Background: an optimization exercise with open tools, aiming at small area, a short achievable clock period and few clock cycles per item. Do not read the settings as production practice.
Only simulation tests tie the RTL to the original design; equivalence was not proved.

`config.mk`:
```
export PLATFORM = sky130hd
export DESIGN_NAME = wmf_core
export DESIGN_NICKNAME = wmf_core
export VERILOG_FILES = /design/flow/design.v
export SDC_FILE = /design/flow/constraint.sdc
export NUM_CORES = 4
export LEC_CHECK = 0
export CAP_MARGIN = 20
export CELL_PAD_IN_SITES_DETAIL_PLACEMENT = 2
export CELL_PAD_IN_SITES_GLOBAL_PLACEMENT = 3
export CORE_MARGIN = 2
export CORE_UTILIZATION = 25
export PLACE_DENSITY = 0.3
export SLEW_MARGIN = 20
```
`constraint.sdc`:
```
create_clock -name core_clock -period 16.0 [get_ports {clk}]
set_input_delay 3.2000 -clock core_clock [delete_from_list [all_inputs] [get_ports {clk}]]
set_output_delay 3.2000 -clock core_clock [all_outputs]
set_load 0.01 [all_outputs]
```
`design.v`:
```
module wmf_core (
    input  wire         clk,
    input  wire         rst,         
    input  wire         cmd_valid,
    output wire         cmd_ready,
    input  wire [159:0] cmd,         
    output wire         rsp_valid,
    input  wire         rsp_ready,
    output wire [135:0] rsp          
);
    localparam [63:0] K0 = 64'h243F6A8885A308D3;
    localparam [63:0] K1 = 64'h13198A2E03707344;
    localparam [63:0] K2 = 64'hA4093822299F31D0;
    localparam [63:0] K3 = 64'h082EFA98EC4E6C89;
    localparam [63:0] K4 = 64'h452821E638D01377;
    localparam [63:0] K5 = 64'hBE5466CF34E90C6C;
    localparam [63:0] K6 = 64'hC0AC29B7C97C50DD;
    localparam [7:0]  PTR_WIDTH = 8'd64;
    localparam [7:0] OP_WMUL  = 8'h01, OP_WFOLD = 8'h02;
    localparam [7:0] OP_HINIT = 8'h10, OP_HFIN  = 8'h12, OP_RDST = 8'h13;
    localparam [7:0] OP_HW8   = 8'h20, OP_HW16  = 8'h21, OP_HW32 = 8'h22;
    localparam [7:0] OP_HW64  = 8'h23, OP_HW128 = 8'h24, OP_HWSZ = 8'h25;
    localparam [7:0] ST_OK = 8'd0, ERR_ILLEGAL = 8'd1, ERR_OPERAND = 8'd2,
                     ERR_NOINIT = 8'd3, ERR_FAULTED = 8'd6;
    localparam [3:0] S_IDLE = 4'd0,   
                     S_DEC  = 4'd1,   
                     S_MUL  = 4'd2,   
                     S_FL0  = 4'd3,   
                     S_FL1  = 4'd4,   
                     S_INS  = 4'd5,   
                     S_F0   = 4'd6,   
                     S_F1   = 4'd7,   
                     S_F2   = 4'd8,   
                     S_F3   = 4'd9,   
                     S_RSP  = 4'd10;  
    reg  [3:0]   state;
    reg  [31:0]  h_q;
    reg  [63:0]  a_q, b_q;
    reg          valid, fault;
    reg  [7:0]   fcode;
    reg  [63:0]  finfo;
    reg  [63:0]  seed_a, seed_b, acc_lo, acc_hi;
    reg  [127:0] spg;
    reg  [7:0]   spg_len;
    reg  [7:0]   w_q;         
    reg  [63:0]  t_lo, t_hi;  
    reg  [63:0]  uv;          
    reg  [7:0]   rsp_st;
    reg  [63:0]  rsp_lo, rsp_hi;
    assign cmd_ready = (state == S_IDLE);
    assign rsp_valid = (state == S_RSP);
    assign rsp       = {rsp_hi, rsp_lo, rsp_st};
    wire [7:0] op = h_q[7:0];
    reg        known_op;
    always @(*) begin
        case (op)
            OP_WMUL, OP_WFOLD, OP_HINIT, OP_HFIN, OP_RDST,
            OP_HW8, OP_HW16, OP_HW32, OP_HW64, OP_HW128, OP_HWSZ: known_op = 1'b1;
            default: known_op = 1'b0;
        endcase
    end
    wire legal     = (h_q[31:8] == 24'd0) && known_op;
    wire rdst_hdr  = (h_q == {24'd0, OP_RDST});
    reg [7:0] op_width;
    always @(*) begin
        case (op)
            OP_HW8:   op_width = 8'd8;
            OP_HW16:  op_width = 8'd16;
            OP_HW32:  op_width = 8'd32;
            OP_HW64:  op_width = 8'd64;
            OP_HW128: op_width = 8'd128;
            default:  op_width = PTR_WIDTH;    
        endcase
    end
    reg a_too_wide;
    always @(*) begin
        case (op_width)
            8'd8:    a_too_wide = (a_q[63:8]  != 56'd0);
            8'd16:   a_too_wide = (a_q[63:16] != 48'd0);
            8'd32:   a_too_wide = (a_q[63:32] != 32'd0);
            default: a_too_wide = 1'b0;
        endcase
    end
    wire [8:0] len_after = {1'b0, spg_len} + {1'b0, op_width};
    wire       need_flush = (len_after > 9'd128);
    reg [63:0] rdst_word;
    always @(*) begin
        case (a_q[4:0])
            5'd0:  rdst_word = seed_a;
            5'd1:  rdst_word = seed_b;
            5'd2:  rdst_word = acc_lo;
            5'd3:  rdst_word = acc_hi;
            5'd4:  rdst_word = spg[63:0];
            5'd5:  rdst_word = spg[127:64];
            5'd6:  rdst_word = {56'd0, spg_len};
            5'd7:  rdst_word = {48'd0, fcode, 6'd0, fault, valid};
            5'd8:  rdst_word = K0;
            5'd9:  rdst_word = K1;
            5'd10: rdst_word = K2;
            5'd11: rdst_word = K3;
            5'd12: rdst_word = K4;
            5'd13: rdst_word = K5;
            5'd14: rdst_word = K6;
            5'd15: rdst_word = {56'd0, PTR_WIDTH};
            default: rdst_word = finfo;
        endcase
    end
    wire [127:0] num_val = (w_q == 8'd128) ? {b_q, a_q} : {64'd0, a_q};
    reg  [63:0] mul_a, mul_b;
    always @(*) begin
        case (state)
            S_FL0:   begin mul_a = spg[63:0]   ^ acc_lo; mul_b = spg[127:64] ^ seed_b; end
            S_FL1:   begin mul_a = spg[127:64] ^ acc_hi; mul_b = spg[63:0]   ^ seed_a; end
            S_F0:    begin mul_a = spg[63:0]   ^ acc_hi; mul_b = spg[127:64] ^ acc_lo; end
            S_F1:    begin mul_a = t_lo ^ K4;            mul_b = t_hi ^ K5;            end
            S_F2:    begin mul_a = acc_lo ^ K0;          mul_b = acc_hi ^ K1;          end
            S_F3:    begin mul_a = t_lo ^ K2;            mul_b = t_hi ^ K3;            end
            default: begin mul_a = a_q;                  mul_b = b_q;                  end
        endcase
    end
    wire [127:0] prod    = mul_a * mul_b;
    wire [63:0]  prod_lo = prod[63:0];
    wire [63:0]  prod_hi = prod[127:64];
    task automatic raise(input [7:0] code, input [63:0] info);
        begin
            if (!fault) begin
                fault <= 1'b1;
                fcode <= code;
                finfo <= info;
            end
            rsp_st <= code;
            rsp_lo <= info;
            rsp_hi <= 64'd0;
            state  <= S_RSP;
        end
    endtask
    task automatic respond(input [63:0] lo, input [63:0] hi);
        begin
            rsp_st <= ST_OK;
            rsp_lo <= lo;
            rsp_hi <= hi;
            state  <= S_RSP;
        end
    endtask
    always @(posedge clk) begin
        if (rst) begin
            state <= S_IDLE;
            valid <= 1'b0;
            fault <= 1'b0;
            fcode <= 8'd0;
            finfo <= 64'd0;
        end else begin
            case (state)
                S_IDLE: begin
                    if (cmd_valid) begin
                        h_q   <= cmd[31:0];
                        a_q   <= cmd[95:32];
                        b_q   <= cmd[159:96];
                        state <= S_DEC;
                    end
                end
                S_DEC: begin
                    w_q <= op_width;
                    if (fault && !rdst_hdr) begin
                        rsp_st <= ERR_FAULTED;
                        rsp_lo <= 64'd0;
                        rsp_hi <= 64'd0;
                        state  <= S_RSP;
                    end else if (!legal) begin
                        raise(ERR_ILLEGAL, {32'd0, h_q});
                    end else begin
                        case (op)
                            OP_WMUL, OP_WFOLD: state <= S_MUL;
                            OP_HINIT: begin
                                seed_a  <= a_q;
                                seed_b  <= b_q;
                                acc_lo  <= a_q;
                                acc_hi  <= b_q;
                                spg     <= 128'd0;
                                spg_len <= 8'd0;
                                valid   <= 1'b1;
                                respond(64'd0, 64'd0);
                            end
                            OP_HFIN: begin
                                if (b_q != 64'd0)      raise(ERR_OPERAND, b_q);
                                else if (a_q != 64'd0) raise(ERR_OPERAND, a_q);
                                else if (!valid)       raise(ERR_NOINIT, {56'd0, op});
                                else begin
                                    uv    <= 64'd0;
                                    state <= (spg_len != 8'd0) ? S_F0 : S_F2;
                                end
                            end
                            OP_RDST: begin
                                if (b_q != 64'd0)                      raise(ERR_OPERAND, b_q);
                                else if (a_q > 64'd16)                 raise(ERR_OPERAND, a_q);
                                else if (a_q <= 64'd6 && !valid)       raise(ERR_NOINIT, {56'd0, op});
                                else                                   respond(rdst_word, 64'd0);
                            end
                            default: begin  
                                if (op != OP_HW128 && b_q != 64'd0)    raise(ERR_OPERAND, b_q);
                                else if (a_too_wide)                   raise(ERR_OPERAND, a_q);
                                else if (!valid)                       raise(ERR_NOINIT, {56'd0, op});
                                else state <= need_flush ? S_FL0 : S_INS;
                            end
                        endcase
                    end
                end
                S_MUL: begin
                    if (op == OP_WMUL) respond(prod_lo, prod_hi);
                    else               respond(prod_lo ^ prod_hi, 64'd0);
                end
                S_FL0: begin
                    t_lo  <= prod_lo;
                    t_hi  <= prod_hi;
                    state <= S_FL1;
                end
                S_FL1: begin
                    acc_lo  <= t_lo ^ prod_hi;
                    acc_hi  <= prod_lo ^ t_hi;
                    spg     <= ~spg;
                    spg_len <= 8'd0;
                    state   <= S_INS;
                end
                S_INS: begin
                    spg     <= spg ^ (num_val << spg_len);
                    spg_len <= spg_len + w_q;
                    respond(64'd0, 64'd0);
                end
                S_F0: begin
                    t_lo  <= prod_lo;
                    t_hi  <= prod_hi;
                    state <= S_F1;
                end
                S_F1: begin
                    uv    <= prod_lo ^ prod_hi;
                    state <= S_F2;
                end
                S_F2: begin
                    t_lo  <= prod_lo;
                    t_hi  <= prod_hi;
                    state <= S_F3;
                end
                S_F3: begin
                    respond(prod_lo ^ prod_hi ^ uv, 64'd0);
                end
                S_RSP: begin
                    if (rsp_ready) state <= S_IDLE;
                end
                default: state <= S_IDLE;
            endcase
        end
    end
endmodule
```
`run.sh`:
```
#!/bin/bash
# synth_recipe.tcl (not shown) runs the flow's synth.tcl, then flattens the netlist and writes it again
# the make line also repeats each setting of config.mk as NAME=value (left out here)
make -C /OpenROAD-flow-scripts/flow DESIGN_CONFIG=/design/flow/config.mk WORK_HOME=/design/flow/orfs CLKGATE_MAP_FILE= SYNTH_SCRIPT=/design/flow/synth_recipe.tcl finish
```
==> summary.txt <==
cells by family (layout without fill, tap and decap cells):
| kind of cell | count (synthesis) | after routing | share of synthesized area, % |
|---|---|---|---|
| buf+inv | 5139 | 5310 | 10.4 |
| fa+ha+maj | 4502 | 4502 | 45.8 |
| xor+xnor | 787 | 787 | 3.73 |
| compound gates | 2570 | 2570 | 9.07 |
| mux | 274 | 274 | 1.51 |
| other cells | 0 | 91 | 0 |
| simple gates | 6589 | 6589 | 14.5 |
| flops | 960 | 960 | 15.1 |
stage by stage:
stage | util [%] | cells | worst slack [ps] | cell area, um^2
floorplan | - | 20800 | 3860 | 186000
global placement | 28.0 | 30600 | 824 | 208000
detailed placement | 28.1 | 30600 | 707 | 208000
CTS | 28.7 | 30800 | 593 | 212000
global route | 28.7 | 30900 | 232 | 213000
finish | 28.7 | 30900 | 413 | 213000
registers in the layout (all words and copies together), names as in the netlist, 4 cells and up:
signal   flops
rsp_hi      64
seed_a      64
w_q          5
h_q         32
spg        128
rsp_st       8
t_hi        64
uv          64
acc_hi      64
state        4
t_lo        64
spg_len      5
finfo       64
fcode        8
rsp_lo      64
a_q         64
acc_lo      64
b_q         64
seed_b      64
final timing paths:
check / startpoint / end / slack [ps]
min reg2reg: finfo[1] / finfo[1] / 470
max: state[3] / acc_lo[8] / 410
min: finfo[1] / finfo[1] / 470
max reg2reg: state[3] / acc_lo[8] / 410
placed cells by master (no fill, tap or decap), types with 231 or more instances in the layout:
master              n
nor2_1           2551
mux2i_1           238
o21ai_0           622
nand2_1          3028
ha_1              663
a21oi_1           608
fa_1             3839
inv_1            3644
edfxtp_1          882
buf_4             991
a22oi_1           231
clkdlybuf4s50_1   300
xnor2_1           539
per-layer routing:
metal / vias up / GRT usage [%]
li1: 64900 / -
met1: 92300 / 48.2
met2: 5939 / 54.1
met3: 1139 / 5.56
met4: 42 / 12.9
met5: - / 0
worst reg2reg max path: cells and delay by family, from the launching register on:
kind,cells,cell delay [ps]
AOI/OAI and AO/OA,10,4440
adders and majority gates,11,5680
xor gates and xnor gates,3,980
buffers and inverters,8,1600
and+or+nand+nor,4,1790
muxes,1,260
DFF,1,560
final cells by class:
cell class / instances / area, um^2 / area share, %
multi-input combinational: 14700 / 141000 / 66.2
sequential: 960 / 28100 / 13.2
antenna: 91 / 228 / 0.107
clock inverter: 61 / 717 / 0.337
clock buffer: 180 / 3780 / 1.78
timing repair buffer: 1420 / 13000 / 6.11
inverter: 3649 / 13700 / 6.44
tap: 9858 / 12300 / 5.80
==> flow_metrics.env <==
export IMPL_numCtsBuffers=140
export IMPL_ys_seq_area_share_pct=15.1
export IMPL_drtIter0Drc=16300
export IMPL_die_h_um=867
export IMPL_post_cts_buffers=0
export IMPL_tritoncts="done"
export IMPL_wl_met2_um=589000
export IMPL_synth_warnings=1
export IMPL_crit_path_max_incr_delay_ps=840
export IMPL_grt_pass1_vias=177000
export IMPL_post_route_period_util_pct=97.4
export IMPL_drt_pre_antenna_iters=7
export IMPL_top_layer_used="met5"
export IMPL_cts_max_level=4
export IMPL_synth_common_cells="fa_1 (3839), inv_1 (3646), nand2_1 (3054)"
export IMPL_viasPerCell=5.31
export IMPL_wl_met1_um=592000
export IMPL_dp_hpwl_um=1070000
export IMPL_ys_types=95
export IMPL_syn_inst=20800
export IMPL_ios=302
export IMPL_start_util_pct=25.1
export IMPL_cp_slowest_cell="o221a_4"
export IMPL_holdBufCountCts=0
export IMPL_grt_pass1_wl_um=1740000
export IMPL_wl_met3_um=81200
export IMPL_cp_required_ps=16580
export IMPL_worstPathArrival_ps=16170
export IMPL_synth_nets=25500
export IMPL_drive_above_1_share_pct=8.33
export IMPL_routedWlPerCell_um=42.6
export IMPL_clock_fmax_mhz=64.2
export IMPL_worst_hold_slack_ps=467
export IMPL_slew_violations=0
export IMPL_die_area_mm2=0.751
export IMPL_gp_congestion=0.954
export IMPL_grt_start_max_net_pins=147
export IMPL_cpMostUsedCell="fa_1"
export IMPL_route_detailed_drc=0
export IMPL_tightest_slew_ps=1350
export IMPL_reg2reg_depth=37
export IMPL_ys_ff_latch=960
export IMPL_async_reset_ff_share_pct=0
export IMPL_syn_area_per_cell_um2=8.94
export IMPL_cts_resized=0
export IMPL_outcome="complete, no violations"
export IMPL_finalHoldViolCount=0
export IMPL_clkLatencyLatePin_ps=890
export IMPL_drv_cap=0
export IMPL_synth_edf_count=882
export IMPL_fin_tns_setup_ps=0
export IMPL_clockBufferDepth=4
export IMPL_cp_num_cells=37
export IMPL_slew_limit_headroom_pct=10.2
export IMPL_clockRootBuffer="clkbuf_16"
export IMPL_fillCellCount=82900
export IMPL_synth_top_cell_area_share_pct=41.3
export IMPL_routed_wl_um=1320000
export IMPL_path_clk_slew_ps=70
export IMPL_netlist_area_mm2=0.186
export IMPL_whs_path_depth=2
export IMPL_critPathMaxFanout=23
export IMPL_fin_worst_skew_ps=79.1
export IMPL_core_area_mm2=0.741
export IMPL_routed_via_count=164000
export IMPL_antenna_found_initial=229
export IMPL_antenna_left=0
export IMPL_grt_setup_unrepaired="no"
export IMPL_grtUsageTotal_pct=34.6
export IMPL_setup_viol=0
export IMPL_path_class="flop to flop"
export IMPL_nets=25600
export IMPL_min_period_ps=15590
export IMPL_crit_path_end_kind="flop"
export IMPL_synth_area_leaders="fa_1 (41%), edfxtp_1 (14%), inv_1 (7.4%), nand2_1 (6.2%), nor2_1 (5.2%)"
export IMPL_hp_class="flop to flop"
export IMPL_overflow=0
export IMPL_cts_sinks=960
export IMPL_cp_start_kind="flop"
export IMPL_path_buf_inv=8
export IMPL_synthToLayoutAreaGrowth_pct=14.3
export IMPL_crit_family="adder cells"
export IMPL_yosysTopAreaCell="fa_1"
export IMPL_die_w_um=867
export IMPL_port_buffers=301
export IMPL_synth_most_common_cell="fa_1"
export IMPL_ys_flop_type="edfxtp_1"
export IMPL_rows=316
Testbench counts, summed over its fixed seeds: cycles 56,092, cmds 12,000.

[afterwards: timing with drivers on the ports]
No port has a modelled driver above. Below, the same layout with a new extraction and two added sets of constraints.
Step 1 assumes that a clkbuf_16 drives the clock port and a buf_2 every other input.
Step 2 adds t to the input delays and takes it off the output delays; t is the mean of the earliest and latest rising clock arrival at the registers after step 1. Input paths then give back, and output paths get back, about the clock's delay inside the block.
Slacks: no drivers / after step 1 / after step 2; pairs: no drivers / after step 1.
t, ns: 0.965
setup WS [ns]: 0.413 / 0.413 / 0.413
worst register clock-pin slew, ns: 0.08 / 0.08
pins driven straight from the clock port: 1
After both steps this run still meets setup and hold. For this run, drivers alone change the setup slack by 0.000 ns; drivers and shift together by 0.000 ns.
